Background: an optimization exercise with open tools, aiming at small area and a short achievable clock period. Do not read the settings as production practice.
At most, simulation tests tie the RTL to the original design; equivalence was not proved.

==> inputs of v18 <==
## ebd_mfc
module ebd_mfc (
    input  wire        clk,
    input  wire        rst,
    output wire        adc_req,
    output wire [1:0]  adc_ch,
    input  wire        adc_done,
    input  wire [9:0]  adc_data,
    input  wire        btn_a,
    input  wire        btn_b,
    output wire [15:0] duty_out,
    output wire        load_en,
    output wire        fan_en,
    output wire        led,
    output wire        frame_valid,
    input  wire        disp_ack,
    input  wire        host_valid,
    input  wire        host_we,
    input  wire [3:0]  host_addr,
    input  wire [31:0] host_wdata,
    output reg  [31:0] host_rdata
);
clock: 70.0 ns
lec_check: 0
cap_margin: 20
core_margin: 2
core_utilization: 40
slew_margin: 20
standard.sh (not shown) runs the stock make flow with config.mk's settings and CLKGATE_MAP_FILE= SYNTH_SCRIPT=/design/flow/synth_recipe.tcl, a recipe that flattens the netlist after the stock synthesis.
==> flow/flow/run.sh <==
#!/bin/bash
# The standard layout (the standard.sh, standard synthesis unchanged), with
# two changes to how it is made:
#  - the port buffers are buf_4 cells instead of the delay buffer buffer_ports
#    picks by default;
#  - the timing repair steps aim for a setup slack margin, so that they size
#    and buffer the longest paths instead of stopping at the 70 ns period.
# The constraints (constraint.sdc, the 70 ns clock) are the standard flow's, unchanged.
set -euo pipefail
export SETUP_SLACK_MARGIN=54.8
export BUFFER_PORTS_ARGS="-buffer_cell sky130_fd_sc_hd__buf_4"
bash standard.sh > standard.log 2>&1
==> v19: changes against v18 <==
--- a/flow/design.v
+++ b/flow/design.v
@@ -63,14 +63,14 @@
         case (ds)
             5'd0, 5'd3, 5'd6, 5'd9, 5'd12, 5'd15, 5'd18: begin    
                 c_m = 10'd0;   c_v = 28'd268231168;
             end
             5'd1, 5'd4, 5'd7, 5'd10, 5'd13, 5'd16: begin          
-                c_m = 10'd341; c_v = 28'd268222703;
+                c_m = 10'd341; c_v = 28'd268222720;
             end
             default: begin                                        
-                c_m = 10'd682; c_v = 28'd268214238;
+                c_m = 10'd682; c_v = 28'd268214272;
             end
         endcase
     end
     ebd_m12 u_m (.h(h[9:0]), .c(c_m), .out(m));
     ebd_vhg u_v (.h(h), .c(c_v), .out(v_hg));
@@ -159,11 +159,33 @@
     wire t48 = (t10 & t29) | (t10 & t28) | (t29 & t28);
     wire t49 = t14 ^ t31 ^ t30;
     wire t50 = (t14 & t31) | (t14 & t30) | (t31 & t30);
     wire [9:0] ra = {t49, t47, t45, t43, t41, t39, t37, t35, c[1], h[0]};
     wire [9:0] rb = {t48, t46, t44, t42, t40, t38, t36, t34, t33, c[0]};
-    wire [9:0] sum = ra + rb;
+    wire [9:0] sum;
+    wire [10:0] cy;
+    assign cy[0] = 1'b0;
+    assign sum[0] = ra[0] ^ rb[0] ^ cy[0];
+    assign cy[1] = (ra[0] & rb[0]) | (ra[0] & cy[0]) | (rb[0] & cy[0]);
+    assign sum[1] = ra[1] ^ rb[1] ^ cy[1];
+    assign cy[2] = (ra[1] & rb[1]) | (ra[1] & cy[1]) | (rb[1] & cy[1]);
+    assign sum[2] = ra[2] ^ rb[2] ^ cy[2];
+    assign cy[3] = (ra[2] & rb[2]) | (ra[2] & cy[2]) | (rb[2] & cy[2]);
+    assign sum[3] = ra[3] ^ rb[3] ^ cy[3];
+    assign cy[4] = (ra[3] & rb[3]) | (ra[3] & cy[3]) | (rb[3] & cy[3]);
+    assign sum[4] = ra[4] ^ rb[4] ^ cy[4];
+    assign cy[5] = (ra[4] & rb[4]) | (ra[4] & cy[4]) | (rb[4] & cy[4]);
+    assign sum[5] = ra[5] ^ rb[5] ^ cy[5];
+    assign cy[6] = (ra[5] & rb[5]) | (ra[5] & cy[5]) | (rb[5] & cy[5]);
+    assign sum[6] = ra[6] ^ rb[6] ^ cy[6];
+    assign cy[7] = (ra[6] & rb[6]) | (ra[6] & cy[6]) | (rb[6] & cy[6]);
+    assign sum[7] = ra[7] ^ rb[7] ^ cy[7];
+    assign cy[8] = (ra[7] & rb[7]) | (ra[7] & cy[7]) | (rb[7] & cy[7]);
+    assign sum[8] = ra[8] ^ rb[8] ^ cy[8];
+    assign cy[9] = (ra[8] & rb[8]) | (ra[8] & cy[8]) | (rb[8] & cy[8]);
+    assign sum[9] = ra[9] ^ rb[9] ^ cy[9];
+    assign cy[10] = (ra[9] & rb[9]) | (ra[9] & cy[9]) | (rb[9] & cy[9]);
     assign out = sum[9:0];
 endmodule
 module ebd_vhg (h, c, out);
     input wire [11:0] h;
     input wire [27:0] c;
@@ -190,54 +212,48 @@
     wire t20 = h[9] & h[4];
     wire t21 = h[10] ^ h[5];
     wire t22 = h[10] & h[5];
     wire t23 = h[11] ^ h[6];
     wire t24 = h[11] & h[6];
-    wire t25 = h[4] ^ h[0];
-    wire t26 = h[4] & h[0];
-    wire t27 = h[5] ^ h[1] ^ c[5];
-    wire t28 = (h[5] & h[1]) | (h[5] & c[5]) | (h[1] & c[5]);
-    wire t29 = h[6] ^ h[2] ^ c[6];
-    wire t30 = (h[6] & h[2]) | (h[6] & c[6]) | (h[2] & c[6]);
-    wire t31 = h[7] ^ h[3] ^ c[7];
-    wire t32 = (h[7] & h[3]) | (h[7] & c[7]) | (h[3] & c[7]);
-    wire t33 = h[0] ^ c[8] ^ t1;
-    wire t34 = (h[0] & c[8]) | (h[0] & t1) | (c[8] & t1);
-    wire t35 = c[9] ^ t3 ^ t2;
-    wire t36 = (c[9] & t3) | (c[9] & t2) | (t3 & t2);
-    wire t37 = c[10] ^ t5 ^ t4;
-    wire t38 = (c[10] & t5) | (c[10] & t4) | (t5 & t4);
-    wire t39 = c[11] ^ t7 ^ t6;
-    wire t40 = (c[11] & t7) | (c[11] & t6) | (t7 & t6);
-    wire t41 = c[12] ^ t9 ^ t8;
-    wire t42 = (c[12] & t9) | (c[12] & t8) | (t9 & t8);
-    wire t43 = c[13] ^ t11 ^ t10;
-    wire t44 = (c[13] & t11) | (c[13] & t10) | (t11 & t10);
-    wire t45 = c[14] ^ t13 ^ t12;
-    wire t46 = (c[14] & t13) | (c[14] & t12) | (t13 & t12);
-    wire t47 = c[15] ^ t15 ^ t14;
-    wire t48 = (c[15] & t15) | (c[15] & t14) | (t15 & t14);
-    wire t49 = c[16] ^ t17 ^ t16;
-    wire t50 = (c[16] & t17) | (c[16] & t16) | (t17 & t16);
-    wire t51 = c[17] ^ t19 ^ t18;
-    wire t52 = (c[17] & t19) | (c[17] & t18) | (t19 & t18);
-    wire t53 = c[18] ^ t21 ^ t20;
-    wire t54 = (c[18] & t21) | (c[18] & t20) | (t21 & t20);
-    wire t55 = c[19] ^ t23 ^ t22;
-    wire t56 = (c[19] & t23) | (c[19] & t22) | (t23 & t22);
-    wire t57 = h[7] ^ c[20] ^ t24;
-    wire t58 = (h[7] & c[20]) | (h[7] & t24) | (c[20] & t24);
-    wire t59 = h[8] ^ c[21];
-    wire t60 = h[8] & c[21];
-    wire t61 = h[9] ^ c[22];
-    wire t62 = h[9] & c[22];
-    wire t63 = h[10] ^ c[23];
-    wire t64 = h[10] & c[23];
-    wire t65 = h[11] ^ c[24];
-    wire t66 = h[11] & c[24];
-    wire [27:0] ra = {c[27], c[26], c[25], t65, t63, t61, t59, t57, t55, t53, t51, t49, t47, t45, t43, t41, t39, t37, t35, t33, t31, t29, t27, c[4], h[3], h[2], h[1], h[0]};
-    wire [27:0] rb = {1'b0, 1'b0, t66, t64, t62, t60, t58, t56, t54, t52, t50, t48, t46, t44, t42, t40, t38, t36, t34, t32, t30, t28, t26, t25, c[3], c[2], c[1], c[0]};
+    wire t25 = h[7] ^ h[3];
+    wire t26 = h[7] & h[3];
+    wire t27 = h[0] ^ c[8] ^ t1;
+    wire t28 = (h[0] & c[8]) | (h[0] & t1) | (c[8] & t1);
+    wire t29 = c[9] ^ t3 ^ t2;
+    wire t30 = (c[9] & t3) | (c[9] & t2) | (t3 & t2);
+    wire t31 = c[10] ^ t5 ^ t4;
+    wire t32 = (c[10] & t5) | (c[10] & t4) | (t5 & t4);
+    wire t33 = c[11] ^ t7 ^ t6;
+    wire t34 = (c[11] & t7) | (c[11] & t6) | (t7 & t6);
+    wire t35 = c[12] ^ t9 ^ t8;
+    wire t36 = (c[12] & t9) | (c[12] & t8) | (t9 & t8);
+    wire t37 = c[13] ^ t11 ^ t10;
+    wire t38 = (c[13] & t11) | (c[13] & t10) | (t11 & t10);
+    wire t39 = c[14] ^ t13 ^ t12;
+    wire t40 = (c[14] & t13) | (c[14] & t12) | (t13 & t12);
+    wire t41 = c[15] ^ t15 ^ t14;
+    wire t42 = (c[15] & t15) | (c[15] & t14) | (t15 & t14);
+    wire t43 = c[16] ^ t17 ^ t16;
+    wire t44 = (c[16] & t17) | (c[16] & t16) | (t17 & t16);
+    wire t45 = c[17] ^ t19 ^ t18;
+    wire t46 = (c[17] & t19) | (c[17] & t18) | (t19 & t18);
+    wire t47 = c[18] ^ t21 ^ t20;
+    wire t48 = (c[18] & t21) | (c[18] & t20) | (t21 & t20);
+    wire t49 = c[19] ^ t23 ^ t22;
+    wire t50 = (c[19] & t23) | (c[19] & t22) | (t23 & t22);
+    wire t51 = h[7] ^ c[20] ^ t24;
+    wire t52 = (h[7] & c[20]) | (h[7] & t24) | (c[20] & t24);
+    wire t53 = h[8] ^ c[21];
+    wire t54 = h[8] & c[21];
+    wire t55 = h[9] ^ c[22];
+    wire t56 = h[9] & c[22];
+    wire t57 = h[10] ^ c[23];
+    wire t58 = h[10] & c[23];
+    wire t59 = h[11] ^ c[24];
+    wire t60 = h[11] & c[24];
+    wire [27:0] ra = {c[27], c[26], c[25], t59, t57, t55, t53, t51, t49, t47, t45, t43, t41, t39, t37, t35, t33, t31, t29, t27, c[7], 1'b0, 1'b0, 1'b0, 1'b0, 1'b0, 1'b0, 1'b0};
+    wire [27:0] rb = {1'b0, 1'b0, t60, t58, t56, t54, t52, t50, t48, t46, t44, t42, t40, t38, t36, t34, t32, t30, t28, t26, t25, 1'b0, 1'b0, 1'b0, 1'b0, 1'b0, 1'b0, 1'b0};
     wire [27:0] sum = ra + rb;
     assign out = sum[27:12];
 endmodule
 module ebd_cdiv_1000 (x, out);
     input wire [23:0] x;
@@ -879,11 +895,11 @@
     wire [27:0] unit_u;
     wire [16:0] unit_q;
     ebd_unit u_unit (.a(unit_a), .b(unit_b), .u(unit_u), .q(unit_q));
     wire [8:0]  qn        = 9'd0 - {1'b0, unit_q[7:0]};
     wire [17:0] power_now = v_neg ? {{9{qn[8]}}, qn} : {1'b0, unit_q};
-    wire        power_hi  = ~v_neg & (unit_u >= 28'd2501000);    
+    wire        power_hi  = ~v_neg & (unit_q > 17'd2500);         
     reg  [17:0] power_r;
     always @(posedge clk)
         if (!derive)
             power_r <= power_now;
     wire [17:0] power     = derive ? power_r : power_now;
Settings changed: CORE_UTILIZATION 40 to 60, CTS_CLUSTER_DIAMETER set to 60, CTS_CLUSTER_SIZE set to 30, PLACE_DENSITY set to 0.75.
==> notes <==
In flip-flop and latch count, v18 and v19 do not differ. Of v19 and v18, v19 has the higher clock skew (gap 0.014 ns). v18 completed with no timing, DRC or antenna violations. v19 finished with timing, DRC and antenna clean. Synthesized cell count: v18 is larger than v19 (5.5%). In v19 the design area is lower than in v18, by 5.8%.
==> figures <==
| quantity | v18 | v19 |
|---|---|---|
| Status | complete, no violations | complete, no violations |
| Number of combinational gates with multiple inputs | 2294 | 2145 |
| Slowest cell on crit path | sky130_fd_sc_hd__dfxtp_4 | sky130_fd_sc_hd__dfxtp_1 |
| Width of the chip | 306.1 um | 246.8 um |
| Clock-pin slew on the worst setup and hold paths | 0.07 ns | 0.09 ns |
| Area fraction in compound gates after synthesis | 0.1267 | 0.1156 |
| Data buffer area share | 0.03266 | 0.03257 |
For v18, only the layout was checked, not whether the RTL still works.

* * *

==> job 8282: inputs <==
ebd_mfc, a different RTL version from the one above (not shown whole).
==> flow/config.mk <==
export PLATFORM = sky130hd
export DESIGN_NAME = ebd_mfc
export DESIGN_NICKNAME = ebd_mfc
export VERILOG_FILES = /design/flow/design.v
export SDC_FILE = /design/flow/constraint.sdc
export NUM_CORES = 4
export LEC_CHECK = 0
export CAP_MARGIN = 20
export CORE_MARGIN = 2
export CORE_UTILIZATION = 40
export SLEW_MARGIN = 20
==> flow/constraint.sdc <==
create_clock -name core_clock -period 70.0 [get_ports {clk}]
set_input_delay 14.0000 -clock core_clock [delete_from_list [all_inputs] [get_ports {clk}]]
set_output_delay 14.0000 -clock core_clock [all_outputs]
set_load 0.01 [all_outputs]
Scripts as last shown in full above: flow/flow/run.sh
==> job 8603: changes against job 8282 <==
--- a/flow/design.v
+++ b/flow/design.v
@@ -62,35 +62,44 @@
 module ebd_deriver (
     input  wire        clk,
     input  wire [13:0] acc_true,   
     input  wire        p0,         
     input  wire        p1,         
-    output reg  [9:0]  m_sh,       
+    output wire [12:0] current,    
     output wire [15:0] voltage,    
     output wire        hg
 );
     wire [9:0] m_new;
     ebd_div12 u_div (.a(acc_true), .q(m_new));
-    reg [9:0] m_lg;
+    reg [9:0] m_sh, m_lg;
     always @(posedge clk) begin
         if (p0) m_sh <= m_new;
         if (p1) m_lg <= m_new;
     end
+    ebd_cmul_i u_i (.x(m_sh), .out(current));
     wire [15:0] v_hg;
     ebd_cmul_vhg u_vhg (.x(m_new), .out(v_hg));
     assign hg = (m_lg <= 10'd300);
     wire [15:0] v_lg = {2'd0, m_lg, 4'd0} + {4'd0, m_lg, 2'd0};
     assign voltage = hg ? v_hg : v_lg;
 endmodule
-module ebd_unit (
-    input  wire [12:0] a,
-    input  wire [14:0] b,
-    output wire [27:0] u,
-    output wire [16:0] q
+module ebd_power (
+    input  wire [12:0] current,
+    input  wire [15:0] voltage,
+    output wire [31:0] power,
+    output wire        fan        
 );
-    ebd_umul u_mul (.a(a), .b(b), .out(u));
+    wire        neg = voltage[15];
+    wire [5:0]  mag_n = ~voltage[5:0] + 6'd1;
+    wire [14:0] mag   = neg ? {9'd0, mag_n} : voltage[14:0];
+    wire [27:0] u;                                    
+    ebd_umul u_mul (.a(current), .b(mag), .out(u));
+    wire [16:0] q;                                    
     ebd_cdiv_1000 u_div (.x(u[26:3]), .out(q));
+    wire [8:0]  qn = 9'd0 - {1'b0, q[7:0]};           
+    assign power = neg ? {{23{qn[8]}}, qn} : {15'd0, q};
+    assign fan   = ~neg & (u >= 28'd2501000);
 endmodule
 module ebd_cmul_d12 (x, out);
     input wire [13:0] x;
     output wire [9:0] out;
     wire t1 = x[10] ^ x[8];
@@ -236,10 +245,90 @@
     wire [29:0] ra = {1'b0, 1'b0, 1'b0, 1'b0, x[13], x[12], t139, t137, t135, t133, t131, t129, t127, t125, t123, t121, t119, t117, t115, t113, t111, t109, t107, t105, t103, t101, t99, 1'b1, x[1], x[0]};
     wire [29:0] rb = {1'b0, 1'b0, 1'b0, 1'b0, 1'b0, t140, t138, t136, t134, t132, t130, t128, t126, t124, t122, t120, t118, t116, t114, t112, t110, t108, t106, t104, t102, t100, t98, t97, 1'b0, 1'b0};
     wire [29:0] sum = ra + rb;
     assign out = sum[25:16];
 endmodule
+module ebd_cmul_i (x, out);
+    input wire [9:0] x;
+    output wire [12:0] out;
+    wire t1 = x[7] ^ ~x[3];
+    wire t2 = x[7] & ~x[3];
+    wire t3 = x[8] ^ ~x[4];
+    wire t4 = x[8] & ~x[4];
+    wire t5 = x[9] ^ ~x[5];
+    wire t6 = x[9] & ~x[5];
+    wire t7 = x[9] ^ ~x[5];
+    wire t8 = x[9] & ~x[5];
+    wire t9 = ~x[6] ^ x[3];
+    wire t10 = ~x[6] & x[3];
+    wire t11 = ~x[7] ^ x[4];
+    wire t12 = ~x[7] & x[4];
+    wire t13 = ~x[8] ^ x[5];
+    wire t14 = ~x[8] & x[5];
+    wire t15 = ~x[9] ^ x[6];
+    wire t16 = ~x[9] & x[6];
+    wire t17 = x[7] ^ x[5];
+    wire t18 = x[7] & x[5];
+    wire t19 = x[8] ^ x[6];
+    wire t20 = x[8] & x[6];
+    wire t21 = x[9] ^ x[7];
+    wire t22 = x[9] & x[7];
+    wire t23 = x[5] ^ ~x[1];
+    wire t24 = x[5] & ~x[1];
+    wire t25 = x[6] ^ ~x[2] ^ x[0];
+    wire t26 = (x[6] & ~x[2]) | (x[6] & x[0]) | (~x[2] & x[0]);
+    wire t27 = x[1] ^ 1'b1 ^ t1;
+    wire t28 = (x[1] & 1'b1) | (x[1] & t1) | (1'b1 & t1);
+    wire t29 = x[2] ^ t3 ^ t2;
+    wire t30 = (x[2] & t3) | (x[2] & t2) | (t3 & t2);
+    wire t31 = x[3] ^ t5 ^ t4;
+    wire t32 = (x[3] & t5) | (x[3] & t4) | (t5 & t4);
+    wire t33 = ~x[6] ^ x[4] ^ t6;
+    wire t34 = (~x[6] & x[4]) | (~x[6] & t6) | (x[4] & t6);
+    wire t35 = ~x[7] ^ x[5] ^ x[0];
+    wire t36 = (~x[7] & x[5]) | (~x[7] & x[0]) | (x[5] & x[0]);
+    wire t37 = ~x[8] ^ x[6] ^ x[1];
+    wire t38 = (~x[8] & x[6]) | (~x[8] & x[1]) | (x[6] & x[1]);
+    wire t39 = ~x[9] ^ x[7] ^ x[2];
+    wire t40 = (~x[9] & x[7]) | (~x[9] & x[2]) | (x[7] & x[2]);
+    wire t41 = x[8] ^ x[3] ^ 1'b1;
+    wire t42 = (x[8] & x[3]) | (x[8] & 1'b1) | (x[3] & 1'b1);
+    wire t43 = x[9] ^ x[4] ^ ~x[0];
+    wire t44 = (x[9] & x[4]) | (x[9] & ~x[0]) | (x[4] & ~x[0]);
+    wire t45 = x[5] ^ ~x[1];
+    wire t46 = x[5] & ~x[1];
+    wire t47 = x[6] ^ ~x[2];
+    wire t48 = x[6] & ~x[2];
+    wire t49 = x[7] ^ ~x[3] ^ x[0];
+    wire t50 = (x[7] & ~x[3]) | (x[7] & x[0]) | (~x[3] & x[0]);
+    wire t51 = x[8] ^ ~x[4] ^ x[1];
+    wire t52 = (x[8] & ~x[4]) | (x[8] & x[1]) | (~x[4] & x[1]);
+    wire t53 = x[2] ^ x[0] ^ t7;
+    wire t54 = (x[2] & x[0]) | (x[2] & t7) | (x[0] & t7);
+    wire t55 = x[1] ^ t9 ^ t8;
+    wire t56 = (x[1] & t9) | (x[1] & t8) | (t9 & t8);
+    wire t57 = x[2] ^ t11 ^ t10;
+    wire t58 = (x[2] & t11) | (x[2] & t10) | (t11 & t10);
+    wire t59 = x[3] ^ t13 ^ t12;
+    wire t60 = (x[3] & t13) | (x[3] & t12) | (t13 & t12);
+    wire t61 = x[4] ^ t15 ^ t14;
+    wire t62 = (x[4] & t15) | (x[4] & t14) | (t15 & t14);
+    wire t63 = 1'b1 ^ t17 ^ t16;
+    wire t64 = (1'b1 & t17) | (1'b1 & t16) | (t17 & t16);
+    wire t65 = 1'b1 ^ t19 ^ t18;
+    wire t66 = (1'b1 & t19) | (1'b1 & t18) | (t19 & t18);
+    wire t67 = 1'b1 ^ t21 ^ t20;
+    wire t68 = (1'b1 & t21) | (1'b1 & t20) | (t21 & t20);
+    wire t69 = x[8] ^ 1'b1 ^ t22;
+    wire t70 = (x[8] & 1'b1) | (x[8] & t22) | (1'b1 & t22);
+    wire t71 = x[9] ^ 1'b1;
+    wire t72 = x[9] & 1'b1;
+    wire [31:0] ra = {1'b1, 1'b1, t71, t69, t67, t65, t63, t61, t59, t57, t55, t53, t51, t49, t47, t45, t43, t41, t39, t37, t35, t33, t31, t29, t27, t25, 1'b1, x[4], x[3], x[2], x[1], x[0]};
+    wire [31:0] rb = {1'b0, t72, t70, t68, t66, t64, t62, t60, t58, t56, t54, t52, t50, t48, t46, t44, t42, t40, t38, t36, t34, t32, t30, t28, t26, t24, t23, ~x[0], 1'b1, 1'b0, 1'b0, 1'b0};
+    wire [31:0] sum = ra + rb;
+    assign out = sum[30:18];
+endmodule
 module ebd_cmul_vhg (x, out);
     input wire [9:0] x;
     output wire [15:0] out;
     wire t1 = x[6] ^ ~x[4];
     wire t2 = x[6] & ~x[4];
@@ -1028,36 +1117,30 @@
         .acc_hg   (acc_hg),
         .acc_true (acc_true),
         .p0       (p0),
         .p1       (p1)
     );
-    wire [9:0]  m_sh;
+    wire [12:0] d_current;
     wire [15:0] d_voltage;
     wire        d_hg;
     ebd_deriver u_deriver (
         .clk      (clk),
         .acc_true (acc_true),
         .p0       (p0),
         .p1       (p1),
-        .m_sh     (m_sh),
-        .voltage  (d_voltage),
-        .hg       (d_hg)
+        .current (d_current),
+        .voltage (d_voltage),
+        .hg      (d_hg)
+    );
+    wire [31:0] power;
+    wire        power_hi;
+    ebd_power u_power (
+        .current (current_r),
+        .voltage (voltage_r),
+        .power   (power),
+        .fan     (power_hi)
     );
-    wire        derive  = (phase == PH_DERIVE);
-    wire        v_neg   = voltage_r[15];
-    wire [5:0]  v_mag_n = ~voltage_r[5:0] + 6'd1;
-    wire [14:0] v_mag   = v_neg ? {9'd0, v_mag_n} : voltage_r[14:0];
-    wire [12:0] unit_a  = derive ? 13'd4883 : current_r;
-    wire [14:0] unit_b  = derive ? {5'd0, m_sh} : v_mag;
-    wire [27:0] unit_u;
-    wire [16:0] unit_q;
-    ebd_unit u_unit (.a(unit_a), .b(unit_b), .u(unit_u), .q(unit_q));
-    wire [8:0]  qn        = 9'd0 - {1'b0, unit_q[7:0]};
-    wire [17:0] power_now = v_neg ? {{9{qn[8]}}, qn} : {1'b0, unit_q};
-    wire        power_hi  = ~v_neg & (unit_u >= 28'd2501000);    
-    reg  [17:0] power_r;    
-    wire [17:0] power     = (phase == PH_PROTECT) ? power_now : power_r;
     reg [1:0]  mp_mode;
     reg [1:0]  mp_disp;
     reg        mp_last_ok;
     reg        mp_force_off;
     always @(*) begin
@@ -1090,11 +1173,10 @@
     wire signed [31:0] vol_s = {{16{voltage_r[15]}}, voltage_r};
     always @(posedge clk) begin
         if (rst) begin
             phase       <= 3'd0;
             current_r   <= 13'd0;
-            power_r     <= 18'd0;
             voltage_r   <= 16'd0;
             hg_r        <= 1'b0;
             duty_r      <= DUTY_OFF;
             mode_r      <= M_OFF;
             disp_mode_r <= 2'd0;
@@ -1113,17 +1195,16 @@
             frame_valid_r <= (phase_next == PH_HANDOFF);
             pend_a_r <= btn_a | (pend_a_r & (phase != PH_MODE));
             pend_b_r <= btn_b | (pend_b_r & (phase != PH_MODE));
             case (phase)
                 PH_DERIVE: begin
-                    current_r <= unit_q[12:0];
+                    current_r <= d_current;
                     voltage_r <= d_voltage;
                     hg_r      <= d_hg;
                 end
                 PH_PROTECT: begin
-                    fan_r   <= power_hi;
-                    power_r <= power_now;
+                    fan_r <= power_hi;
                 end
                 PH_MODE: begin
                     mode_r      <= mp_mode;
                     load_en_r   <= (mp_mode == M_ON);
                     disp_mode_r <= mp_disp;
@@ -1165,11 +1246,11 @@
             4'h1: rd_mux = target_r;
             4'h2: rd_mux = lvcut_r;
             4'h3: rd_mux = {21'd0, duty_r};
             4'h4: rd_mux = {19'd0, current_r};
             4'h5: rd_mux = vol_s;
-            4'h6: rd_mux = {{14{power[17]}}, power};
+            4'h6: rd_mux = power;
             4'h7: rd_mux = {28'd0, cursor};
             4'h8: rd_mux = {18'd0, acc_sh};
             4'h9: rd_mux = {18'd0, acc_lg};
             4'hA: rd_mux = {18'd0, acc_hg};
             default: rd_mux = 32'd0;
==> comparison table <==
	job 8603	job 8282
Outcome	complete, no violations	complete, no violations
Relative area change from synthesis to final layout	12.4%	13.3%
Vias in the first global route	26800	27300
DRT met1 WL	47.6 mm	47.4 mm
FF-to-FF setup slack	55770 ps	55420 ps
Sequential cell area	0.0157 sq mm	0.0161 sq mm
Max Fanout on Critical Path	12	6
Number of cells on the worst reg-to-reg path	40	50
Final clock-cell share	4.57%	4.75%
Area inside the core boundary	0.0983 sq mm	0.0967 sq mm
Initial core utilization	40.3%	40.4%
Total number of multi-input combinational cells	2427	2426
Well Taps	1287	1276
Mean area per synthesized cell	10.5 sq um	10.5 sq um
FF+latch count, synth	589	607
Reg2Reg Capture Point	host_rdata[1]	host_rdata[11]
Only the layout flow was run in job 8282; the RTL was not checked for function there.

## port drivers added, routing unchanged
In the flow no input, the clock included, has a driving cell. The finished layouts below were timed again as built, in two steps.
Step 1 assumes that a clkbuf_16 drives the clock port and a buf_2 every other input.
Step 2, shift: input delay + t, output delay - t, t = (earliest + latest rising clock arrival at the registers) / 2. This alone moves slack from input paths to output paths.
Three values: ideal, step 1, step 2; two values: the first two.
| run | t, ns | setup slack, ns | worst setup path after step 2 |
|---|---|---|---|
| v18 | 0.698 | 54.799 / 54.735 / 54.161 | input to register |
| v19 | 0.661 | 54.818 / 54.752 / 54.197 | input to register |
| job 8282 | 0.679 | 54.780 / 54.732 / 54.077 | input to register |
| job 8603 | 0.705 | 54.796 / 54.747 / 54.112 | input to register |
After both steps setup and hold are still met in every run listed. The setup slack of job 8282, which loses most, moves by -0.048 ns with the drivers and by -0.703 ns with both steps.
